Background: an optimization exercise with open tools, aiming at small area, a short achievable clock period and few clock cycles per item. Do not read the settings as production practice. The RTL of this run was laid out without a check of its function. Power is estimated from default activity; no workload was simulated.

<file path="design.v">
module ironfe_sdb (
    input  wire         clk,
    input  wire         rst,           
    input  wire         cmd_valid,
    output wire         cmd_ready,
    input  wire [103:0] cmd_word,
    output wire         rsp_valid,
    output wire [47:0]  rsp_word,
    output wire         src_ready,
    input  wire         src_valid,
    input  wire         src_eos,
    input  wire [7:0]   src_data,
    output wire         src_close,
    output wire         dst_we,
    output wire [30:0]  dst_addr,
    output wire [7:0]   dst_data
);
    localparam [2:0] E_ARG     = 3'd1,
                     E_UNSUP   = 3'd2,
                     E_RUNLIT  = 3'd3,
                     E_RUNLEN  = 3'd4,
                     E_INVCHR  = 3'd5,
                     E_NOSTART = 3'd6,
                     E_NOEND   = 3'd7;
    localparam [7:0] RLE_MARKER = 8'h90;
    localparam [7:0] BH_MARK    = 8'h3A;
    localparam [7:0] BH_LF      = 8'h0A;
    localparam [7:0] BH_CR      = 8'h0D;
    function t6_ok;
        input [7:0] c;
        reg   [3:0] l;
        begin
            l = c[3:0];
            case (c[7:4])
                4'h2:    t6_ok = (l != 4'd0) && (l <= 4'd13);
                4'h3:    t6_ok = (l <= 4'd6) || (l == 4'd8) || (l == 4'd9);
                4'h4:    t6_ok = (l != 4'd15);
                4'h5:    t6_ok = (l <= 4'd6) || (l >= 4'd8 && l <= 4'd11);
                4'h6:    t6_ok = (l <= 4'd6) || (l >= 4'd8 && l <= 4'd13);
                4'h7:    t6_ok = (l <= 4'd2);
                default: t6_ok = 1'b0;
            endcase
        end
    endfunction
    function [5:0] t6_sx;
        input [7:0] c;
        reg   [5:0] base;
        reg         adj;
        begin
            base = 6'd0; adj = 1'b0;
            case (c[6:4])
                3'h2:    base = 6'd63;
                3'h3:    begin base = 6'd13; adj = 1'b1; end
                3'h4:    base = 6'd22;
                3'h5:    begin base = 6'd37; adj = 1'b1; end
                3'h6:    begin base = 6'd48; adj = 1'b1; end
                default: base = 6'd61;
            endcase
            t6_sx = base + {2'b00, c[3:0]} - {5'd0, adj & c[3]};
        end
    endfunction
    reg        idle_q;         
    reg        s_eval;         
    reg        s_fetch;        
    reg        s_count;        
    reg        s_fill;         
    reg        s_start;        
    reg        rv_q;           
    reg [2:0]  code_q;
    reg [1:0]  sub_q;
    reg [7:0]  info_q;
    reg [30:0] n_q;            
    reg        cap31_q;
    reg [30:0] a_q;            
    reg [30:0] r_q;            
    reg        we_q;
    reg [7:0]  dd_q;
    reg        sr_q;           
    reg        close_q;
    reg [7:0]  b_q;            
    reg        bv_q;           
    reg        be_q;           
    reg        kind_q;         
    reg        fb_q;
    reg        fl_q;
    reg        bound_q;
    reg        bhend_q;        
    reg [7:0]  last_q;         
    reg        lv_q;           
    reg [7:0]  k_q;            
    reg [1:0]  held_q;         
    assign cmd_ready = idle_q;
    assign rsp_valid = rv_q;
    assign rsp_word  = {1'b0, n_q, info_q, 3'b000, sub_q, code_q};
    assign src_ready = sr_q;
    assign src_close = close_q;
    assign dst_we    = we_q;
    assign dst_addr  = a_q;
    assign dst_data  = dd_q;
    wire [2:0]  op       = cmd_word[2:0];
    wire        fb       = cmd_word[3];
    wire        fl       = cmd_word[4];
    wire [31:0] a_cap    = cmd_word[39:8];
    wire [31:0] a_offset = cmd_word[71:40];
    wire [31:0] a_count  = cmd_word[103:72];
    wire        t0       = idle_q && cmd_valid;
    wire [31:0] ck_a     = {1'b0, a_q};
    wire [31:0] ck_r     = {1'b0, r_q};
    wire [31:0] ck_c     = ~{cap31_q, n_q};
    wire [31:0] ck_s     = ck_a ^ ck_r ^ ck_c;
    wire [31:0] ck_k     = (ck_a & ck_r) | (ck_a & ck_c) | (ck_r & ck_c);
    wire [32:0] ck_t     = {1'b0, ck_s} + {ck_k, 1'b0};
    wire        bad_room = ck_t[32];
    wire        arg_bad  = (sub_q != 2'd0) || bad_room;
    wire        cnt_zero = (r_q == 31'd0);
    wire        go       = !arg_bad && !cnt_zero && !(kind_q && bhend_q);
    wire        fire     = sr_q && src_valid;
    wire        has      = bv_q || be_q;
    wire        d_mark   = (b_q == RLE_MARKER);
    wire        d_zero   = (b_q == 8'h00);
    wire        d_one    = (b_q == 8'h01);
    wire        d_two    = (b_q == 8'h02);
    wire        d_colon  = (b_q == BH_MARK);
    wire        d_nl     = (b_q == BH_LF) || (b_q == BH_CR);
    wire        d_ok     = t6_ok(b_q);
    wire [5:0]  sx       = t6_sx(b_q);
    reg  [7:0]  bh_byte;
    reg  [5:0]  bh_acc;
    always @(*) begin
        case (held_q)
            2'd0: begin bh_byte = {2'b00, sx};            bh_acc = sx;                 end
            2'd1: begin bh_byte = {last_q[1:0], sx};      bh_acc = 6'd0;               end
            2'd2: begin bh_byte = {last_q[3:0], sx[5:2]}; bh_acc = {4'd0, sx[1:0]};    end
            default: begin bh_byte = {last_q[5:0], sx[5:4]}; bh_acc = {2'd0, sx[3:0]}; end
        endcase
    end
    wire        bh_emit  = (held_q != 2'd0);
    wire        r_one    = (r_q == 31'd1);
    wire        r_eq2    = (r_q == 31'd2);
    wire        r_ge2    = (r_q[30:1] != 30'd0);
    wire        r_ge3    = r_ge2 && !r_eq2;
    wire        k_last   = (k_q == 8'd3);
    wire        k_owed   = (k_q >= 8'd3);
    reg        sched;         
    reg        done;          
    reg        to_fetch, to_count, to_fill, to_err;
    reg [7:0]  dd_n;
    reg [2:0]  ecode;
    always @(*) begin
        sched    = 1'b0;
        done     = 1'b0;
        to_fetch = 1'b0;
        to_count = 1'b0;
        to_fill  = 1'b0;
        to_err   = 1'b0;
        ecode    = 3'd0;
        dd_n     = last_q;
        if (s_eval) begin
            if (!go)          done = 1'b1;
            else if (k_owed)  to_fill = 1'b1;
            else              to_fetch = 1'b1;
        end
        if (s_fill) begin
            sched = 1'b1;
            if (r_one)       done = 1'b1;
            else if (k_last) to_fetch = 1'b1;
            else             to_fill = 1'b1;
        end
        if (s_fetch) begin
            to_fetch = 1'b1;
            if (!kind_q) begin
                dd_n = b_q;
                if (be_q) begin
                    to_fetch = 1'b0;
                    done     = 1'b1;
                end else if (bv_q) begin
                    if (d_mark) begin
                        to_fetch = 1'b0;
                        to_count = 1'b1;
                    end else begin
                        sched = 1'b1;
                        if (r_one) begin
                            to_fetch = 1'b0;
                            done     = 1'b1;
                        end
                    end
                end
            end else begin
                dd_n = bh_byte;
                if (be_q) begin
                    to_fetch = 1'b0;
                    to_err   = 1'b1;
                    ecode    = E_NOEND;
                end else if (bv_q) begin
                    if (d_nl) begin
                    end else if (d_colon) begin
                        to_fetch = 1'b0;
                        done     = 1'b1;
                    end else if (!d_ok) begin
                        to_fetch = 1'b0;
                        to_err   = 1'b1;
                        ecode    = E_INVCHR;
                    end else if (bh_emit) begin
                        sched = 1'b1;
                        if (r_one) begin
                            to_fetch = 1'b0;
                            done     = 1'b1;
                        end
                    end
                end
            end
        end
        if (s_count) begin
            to_count = 1'b1;
            dd_n = d_zero ? RLE_MARKER : last_q;
            if (be_q) begin
                to_count = 1'b0;
                to_err   = 1'b1;
                ecode    = E_RUNLEN;
            end else if (bv_q) begin
                to_count = 1'b0;
                if (d_zero) begin
                    sched = 1'b1;
                    if (r_one) done = 1'b1;
                    else       to_fetch = 1'b1;
                end else if (!lv_q) begin
                    to_err = 1'b1;
                    ecode  = E_RUNLIT;
                end else if (d_one) begin
                    to_fetch = 1'b1;
                end else begin
                    sched = 1'b1;
                    if (r_one)      done = 1'b1;
                    else if (d_two) to_fetch = 1'b1;
                    else            to_fill = 1'b1;
                end
            end
        end
    end
    wire        full_nx  = fire;
    wire        rn_ge2   = sched ? r_ge3 : r_ge2;
    wire        k_last_nx = (s_fill && k_q == 8'd4) ||
                            (s_count && bv_q && lv_q && b_q == 8'd3);
    wire        in_term  = (src_data == BH_MARK) ||
                           !(t6_ok(src_data) || src_data == BH_LF || src_data == BH_CR);
    wire        in_short = (src_data[7:2] == 6'd0) && !(src_data[1] && src_data[0]) &&
                           (lv_q || src_data == 8'h00);
    reg         sr_n;
    always @(*) begin
        sr_n = 1'b0;
        if (to_fetch) begin
            if (!kind_q)
                sr_n = full_nx ? rn_ge2 : 1'b1;
            else
                sr_n = fire ? (rn_ge2 && !in_term) : 1'b1;
        end else if (to_count) begin
            sr_n = fire ? (rn_ge2 && in_short) : 1'b1;
        end else if (to_fill) begin
            sr_n = !full_nx && k_last_nx && rn_ge2;
        end
    end
    wire [30:0] a_p, n_p, r_p;
    assign a_p[0] = 1'b1;
    assign n_p[0] = 1'b1;
    assign r_p[0] = 1'b1;
    genvar gi;
    generate
        for (gi = 1; gi < 31; gi = gi + 1) begin : g_cnt
            assign a_p[gi] = &a_q[gi-1:0];
            assign n_p[gi] = &n_q[gi-1:0];
            assign r_p[gi] = ~|r_q[gi-1:0];
        end
    endgenerate
    always @(posedge clk) begin
        dd_q <= dd_n;
        b_q <= src_data;
        if (idle_q) begin
            a_q       <= a_offset[30:0];
            r_q       <= a_count[30:0];
            n_q       <= (op == 3'd2) ? a_cap[30:0] : 31'd0;
            cap31_q   <= a_cap[31];
        end else begin
            a_q <= a_q ^ ({31{we_q}} & a_p);
            r_q <= r_q ^ ({31{sched}} & r_p);
            if (s_eval || to_err)
                n_q <= 31'd0;
            else
                n_q <= n_q ^ ({31{sched}} & n_p);
        end
        if (s_fill)
            k_q <= k_q - 8'd1;
        else if (s_count && bv_q && lv_q)
            k_q <= b_q;
        if (s_fetch && bv_q && !kind_q && !d_mark) begin
            last_q <= b_q;
            lv_q   <= 1'b1;
        end
        if (s_count && bv_q && d_zero && fb_q) begin
            last_q <= RLE_MARKER;
            lv_q   <= 1'b1;
        end
        if (s_fetch && bv_q && kind_q && !d_nl) begin
            if (d_colon) begin
                last_q[5:0] <= 6'd0;
                held_q      <= 2'd0;
            end else if (d_ok) begin
                last_q[5:0] <= bh_acc;
                held_q      <= held_q + 2'd3;    
            end
        end
        if (s_fetch && bv_q && kind_q && d_colon)
            bhend_q <= 1'b1;
        if (to_err) begin
            code_q <= ecode;
            info_q <= (ecode == E_INVCHR) ? b_q : 8'd0;
        end
        if (s_eval && arg_bad) begin
            code_q <= E_ARG;
            if (sub_q == 2'd0)
                sub_q <= 2'd3;
        end
        if (rst) begin
            idle_q  <= 1'b1;
            s_eval  <= 1'b0;
            s_fetch <= 1'b0;
            s_count <= 1'b0;
            s_fill  <= 1'b0;
            s_start <= 1'b0;
            rv_q    <= 1'b0;
            we_q    <= 1'b0;
            sr_q    <= 1'b0;
            bv_q    <= 1'b0;
            be_q    <= 1'b0;
            close_q <= 1'b0;
            bound_q <= 1'b0;
        end else begin
            close_q <= 1'b0;
            rv_q    <= 1'b0;
            we_q    <= sched;
            s_eval  <= 1'b0;
            bv_q    <= fire && !src_eos;
            be_q    <= fire &&  src_eos;
            if (t0) begin
                idle_q <= 1'b0;
                code_q <= 3'd0;
                sub_q  <= 2'd0;
                info_q <= 8'd0;
                case (op)
                    3'd0, 3'd1: begin
                        kind_q  <= op[0];
                        fb_q    <= fb && !op[0];
                        fl_q    <= fl;
                        lv_q    <= 1'b0;
                        k_q     <= 8'd0;
                        held_q  <= 2'd0;
                        last_q  <= 8'd0;
                        bhend_q <= 1'b0;
                        bound_q <= !op[0];
                        if (op[0]) begin
                            s_start <= 1'b1;
                            sr_q    <= 1'b1;
                        end else begin
                            idle_q <= 1'b1;
                            rv_q   <= 1'b1;
                        end
                    end
                    3'd2: begin
                        s_eval <= 1'b1;
                        sub_q  <= a_offset[31] ? 2'd1 : a_count[31] ? 2'd2 : 2'd0;
                    end
                    3'd3: begin
                        if (bound_q) begin
                            close_q <= !fl_q;
                            bound_q <= 1'b0;
                        end
                        idle_q <= 1'b1;
                        rv_q   <= 1'b1;
                    end
                    default: begin
                        code_q <= E_UNSUP;
                        idle_q <= 1'b1;
                        rv_q   <= 1'b1;
                    end
                endcase
            end else if (s_start) begin
                sr_q <= sr_q && !fire;
                if (has) begin
                    s_start <= 1'b0;
                    idle_q  <= 1'b1;
                    rv_q    <= 1'b1;
                    if (bv_q && d_colon) begin
                        bound_q <= 1'b1;
                    end else begin
                        code_q <= E_NOSTART;
                        info_q <= be_q ? 8'd0 : b_q;
                    end
                end
            end else if (!idle_q) begin
                s_fetch <= to_fetch;
                s_count <= to_count;
                s_fill  <= to_fill;
                sr_q    <= sr_n;
                if (done || to_err) begin
                    idle_q <= 1'b1;
                    rv_q   <= 1'b1;
                end
            end
        end
    end
endmodule
</file>
<file path="flow/run.sh">
#!/bin/bash
# Standard ORFS layout, with repair_timing asked for more setup slack than
# the design's clock needs and small port buffers.
set -o pipefail
bash standard.sh SETUP_SLACK_MARGIN=7 "BUFFER_PORTS_ARGS=-buffer_cell sky130_fd_sc_hd__buf_1" finish > standard_flow.log 2>&1
</file>
<file path="standard.sh">
#!/bin/bash
# synth_recipe.tcl (not shown) runs the flow's synth.tcl, then flattens the netlist and writes it again
# the make line also repeats each setting of config.mk as NAME=value (left out here)
make -C /OpenROAD-flow-scripts/flow DESIGN_CONFIG=/design/flow/config.mk WORK_HOME=/design/flow/orfs CLKGATE_MAP_FILE= SYNTH_SCRIPT=/design/flow/synth_recipe.tcl "${@:-finish}"
</file>
<file path="config.mk">
export PLATFORM = sky130hd
export DESIGN_NAME = ironfe_sdb
export DESIGN_NICKNAME = ironfe_sdb
export VERILOG_FILES = /design/flow/design.v
export SDC_FILE = /design/flow/constraint.sdc
export NUM_CORES = 4
export LEC_CHECK = 0
export CAP_MARGIN = 20
export CORE_MARGIN = 2
export CORE_UTILIZATION = 40
export SLEW_MARGIN = 20
</file>
<file path="constraint.sdc">
create_clock -name core_clock -period 10.0 [get_ports {clk}]
set_input_delay 2.0000 -clock core_clock [delete_from_list [all_inputs] [get_ports {clk}]]
set_output_delay 2.0000 -clock core_clock [all_outputs]
set_load 0.01 [all_outputs]
</file>
==> flow_summary.rst <==
.. list-table::
   :header-rows: 1

   * - Metric
     - Value
   * - Run status
     - timing/DRC/antenna clean
   * - Port-buffer cells
     - approximately 200
   * - CTS tree
     - done
   * - FMAX
     - 320 MHz
   * - Placement-stage cell area
     - 11200 um^2
   * - Kind of end point of the critical path
     - register
   * - Cell class contributing the biggest share of worst-path delay
     - compound AO/OA/AOI/OAI gates
   * - Number of different library cells in the post-synthesis netlist
     - 82
   * - First drt pass iteration count
     - 7
   * - #FFs+latches synth
     - about 160
   * - Number of rows created at floorplan
     - 58
   * - Arrival time at the worst endpoint
     - 3.47 ns
   * - Worst Path Class, Setup
     - in2reg
   * - Crit path launch type
     - input port
   * - Area share of the leading cell type in the synthesized netlist
     - 0.304
   * - Path type of the worst min-delay path
     - reg2reg
   * - Static Leak
     - 5.17 nW
   * - Pin count of the biggest net entering global routing
     - 99
   * - Synthesized area per cell
     - 8.11 um^2
   * - Clock tree skew after final layout
     - 0.0134 ns
   * - R2R cell count
     - 11
   * - Post-DR wirelength/cell
     - 16.4 um
   * - Total number of yosys warnings
     - 1
   * - Via count of the first global-routing pass
     - 9048
   * - Violation count after the first detailed-route iteration
     - 593
   * - Final setup viols
     - 0
   * - Detailed placer's ending HPWL
     - around 21000 um
   * - Final hold violations
     - 0
   * - Antenna violations before repair
     - 3
   * - Worst reg2reg setup slack
     - roughly 6.9 ns
   * - Normalized max-slew margin
     - 0.414
   * - Destination of the critical timing path
     - sr_q
   * - Root Buffer Master
     - sky130_fd_sc_hd__clkbuf_16
   * - Clock tree buffer depth
     - 2
   * - Antenna-violating nets left
     - 0
   * - Post-layout total power
     - 2.10 mW
   * - Nets
     - 1685
   * - Layout cell share with drive strength beyond 1
     - 0.238
   * - Launching instance or port of the critical path
     - src_data[6]
   * - Remaining global-route overflow
     - 0
   * - Chip Width
     - 164 um
   * - Global-route wire length before repair
     - approximately 47000 um
   * - Count of clock tree sinks
     - 159
   * - Final worst slack
     - 6.87 ns
   * - Final cell count without fillers
     - 1832
   * - Number of synthesized flops with an enable pin
     - 4
   * - Final non-filler cell area
     - 13100 um^2
   * - Worst-path clk slew
     - 0.06 ns
   * - Worst slack at placement
     - 6.06 ns
   * - Die footprint
     - ~27000 um^2
   * - Library cell with the highest instance count after synthesis
     - sky130_fd_sc_hd__dfxtp_1
   * - Fin. max-slew vios
     - 0
   * - Worst hold margin
     - 0.409 ns
   * - Critical path depth in cells
     - 9
   * - Pwr Density
     - 159 nW/um^2
   * - Number of buffers inserted by hold repair at cts
     - 0
   * - Reported max-cap violation count
     - 0
   * - Required time of the worst setup path
     - a little over 10 ns
   * - Leading post-synthesis cells by cell area
     - sky130_fd_sc_hd__dfxtp_1 30%, sky130_fd_sc_hd__fa_1 6.1%, sky130_fd_sc_hd__ha_1 6.0%
   * - Final period demand of the worst path
     - 3.13 ns
   * - Critical Path Fanout Max
     - 4
   * - Detail-routed via count per cell
     - 5.21
   * - DRC violation count after routing
     - 0
   * - Setup TNS
     - 0 ns
   * - Crit-path slowest cell
     - sky130_fd_sc_hd__nor4b_4
   * - IR Drop Worst-Case VDD
     - 0.0917 mV
   * - Combined global-route utilization of all metal layers
     - 0.219
   * - Area Growth Syn to Fin
     - 28.8%
   * - Deepest level of the CTS H-tree
     - 4
   * - Ys flop type
     - sky130_fd_sc_hd__dfxtp_1
   * - Final RePlAce weighted congestion
     - 0.863
   * - Launch instance of the worst register-to-register path
     - n_q[29]
   * - Cell count after placement
     - 1733
   * - Core Footprint
     - 25100 um^2
   * - Destination of the worst register-to-register timing path
     - sr_q
   * - Effective utilization at floorplan
     - 0.406
   * - RSZ-0062 raised after global routing
     - yes
   * - Instance count of the mapped netlist
     - between 1k and 1.5k
   * - Post-route fraction of the period consumed by the critical path
     - 0.313
   * - Fraction of synthesis flops using an asynchronous set or reset pin
     - 0
   * - Cell taking the most area after synthesis
     - sky130_fd_sc_hd__dfxtp_1
   * - Slew at the pin with the worst max-slew slack
     - 0.879 ns
   * - Critical path, cell by cell
     - buf_1 -> nor4b_4 -> nor2b_1 -> o22ai_1 -> a21oi_1 -> nor3_2 -> o21ai_0 -> a31oi_2 -> o31ai_2
   * - Highest cell delay on the worst timing path
     - 0.31 ns
   * - Most used standard cells in the synthesized netlist
     - 155 x sky130_fd_sc_hd__dfxtp_1, 147 x sky130_fd_sc_hd__nand2_1, 114 x sky130_fd_sc_hd__inv_1, 108 x sky130_fd_sc_hd__o21ai_0, 104 x sky130_fd_sc_hd__nor2_1
   * - Cts bufs inserted
     - 17
   * - Number of buffers and inverters on the critical path
     - 1
   * - Clock latency at the later pin of the worst-skew pair
     - 0.44 ns
   * - Chip Height
     - 164 um
   * - I/O pin total
     - 209
   * - Fraction of the yosys area taken by sequential cells
     - 0.316
   * - Final core area utilization
     - 0.523
   * - Total Wirelength
     - 30000 um
   * - Vias
     - 9549
   * - Netlist Area Pre-Place
     - between 10000 and 15000 um^2
[placed cells by master, fill, tap and decap left out, types with 9 or more instances in the layout]
cell type	count
sky130_fd_sc_hd__dfxtp_4	37
sky130_fd_sc_hd__dfxtp_2	40
sky130_fd_sc_hd__xnor2_1	66
sky130_fd_sc_hd__a22oi_1	12
sky130_fd_sc_hd__nand3_1	27
sky130_fd_sc_hd__a31oi_1	12
sky130_fd_sc_hd__nand2_1	143
sky130_fd_sc_hd__nor3_1	32
sky130_fd_sc_hd__and2_1	10
sky130_fd_sc_hd__buf_6	13
sky130_fd_sc_hd__ha_1	42
sky130_fd_sc_hd__fa_1	29
sky130_fd_sc_hd__mux2i_1	12
sky130_fd_sc_hd__clkbuf_16	18
sky130_fd_sc_hd__nand2b_1	9
sky130_fd_sc_hd__a211oi_1	19
sky130_fd_sc_hd__and3_1	9
sky130_fd_sc_hd__nor2b_1	11
sky130_fd_sc_hd__buf_4	56
sky130_fd_sc_hd__nor2_1	99
sky130_fd_sc_hd__o21ai_1	14
sky130_fd_sc_hd__inv_1	103
sky130_fd_sc_hd__o21ai_0	103
sky130_fd_sc_hd__inv_2	10
sky130_fd_sc_hd__clkbuf_2	21
sky130_fd_sc_hd__nand4_1	18
sky130_fd_sc_hd__xor2_1	23
sky130_fd_sc_hd__a21oi_1	33
sky130_fd_sc_hd__buf_1	137
sky130_fd_sc_hd__buf_2	36
sky130_fd_sc_hd__dfxtp_1	78
[where the power goes]
part | internal (mW) | switching [mW] | total [mW]
Sequential | 0.713 | 0.0983 | 0.811
Clock | 0.389 | 0.283 | 0.672
Combinational | 0.287 | 0.325 | 0.612
Total | 1.39 | 0.707 | 2.10
[how the worst min path moves through the flow]
stage          slack [ns]  cells after the start       to  from
2_1_floorplan        0.39                      1  close_q  fl_q
3_3_place_gp         0.40                      1  close_q  fl_q
3_5_place_dp         0.42                      1  close_q  fl_q
4_1_cts              0.41                      1  close_q  fl_q
5_1_grt              0.44                      1  close_q  fl_q
6_report             0.41                      1  close_q  fl_q
[layer usage]
| metal | vias up | GRT usage | routed length (um) |
|---|---|---|---|
| met4 | 2 | 0.0538 | 285 |
| met3 | 26 | 0.0480 | 1820 |
| met5 | - | 0 | 13 |
| met2 | 253 | 0.354 | 13900 |
| met1 | 4471 | 0.296 | 14000 |
| li1 | 4797 | - | - |
[state kept, by name, summed over array words and instances, names as in the netlist, 2 cells and up]
signal and count:
a_q 31, n_q 31, r_q 31, b_q 8, dd_q 8, info_q 8
k_q 8, last_q 8, code_q 3, held_q 2, sub_q 2
[logic make-up after synthesis]
kind of cell,Yosys count,synth area share
AOI/OAI and AO/OA,284,0.175
xor gates and xnor gates,93,0.0799
adders and majority gates,80,0.121
buffers and inverters,177,0.0686
DFF,159,0.316
muxes,17,0.0173
other,1,0.000368
and+or+nand+nor,447,0.222
[final cells by class]
cell class              count  area [um^2]
clock buffers              20          467
well taps                 330          413
flip-flops and latches    159         3410
clock inverters            11          133
fillers                  2480        12000
multi-input cells         926         6790
diodes                      2         5.00
inverters                 115          435
repair buffers            269         1490
[repair_timing]
action,CTS,global route
setup endpoints to repair,154,100
buffers inserted,39,25
pin swaps,37,37
gates cloned,1,1
resized for setup,186,103
endpoints found under the hold margin,0,0

separate check: timing with driven ports:
The results above use ideal ports. As a check the final layout listed here was re-extracted and re-timed, cells and wires unchanged. Step 1 assumes that a clkbuf_16 drives the clock port and a buf_2 every other input. Step 2 adds t to the input delays and takes it off the output delays; t is the mean of the earliest and latest rising clock arrival at the registers after step 1. Input paths then give back, and output paths get back, about the clock's delay inside the block. Three values: ideal, step 1, step 2; two values: the first two.
shift t [ns]: 0.482
slack for setup (ns): 6.870 / 6.902 / 6.420
worst register clock-pin slew, ns: 0.07 / 0.07
After both steps this run still meets setup and hold. The setup slack of this run moves by +0.032 ns with the drivers and by -0.450 ns with both steps.
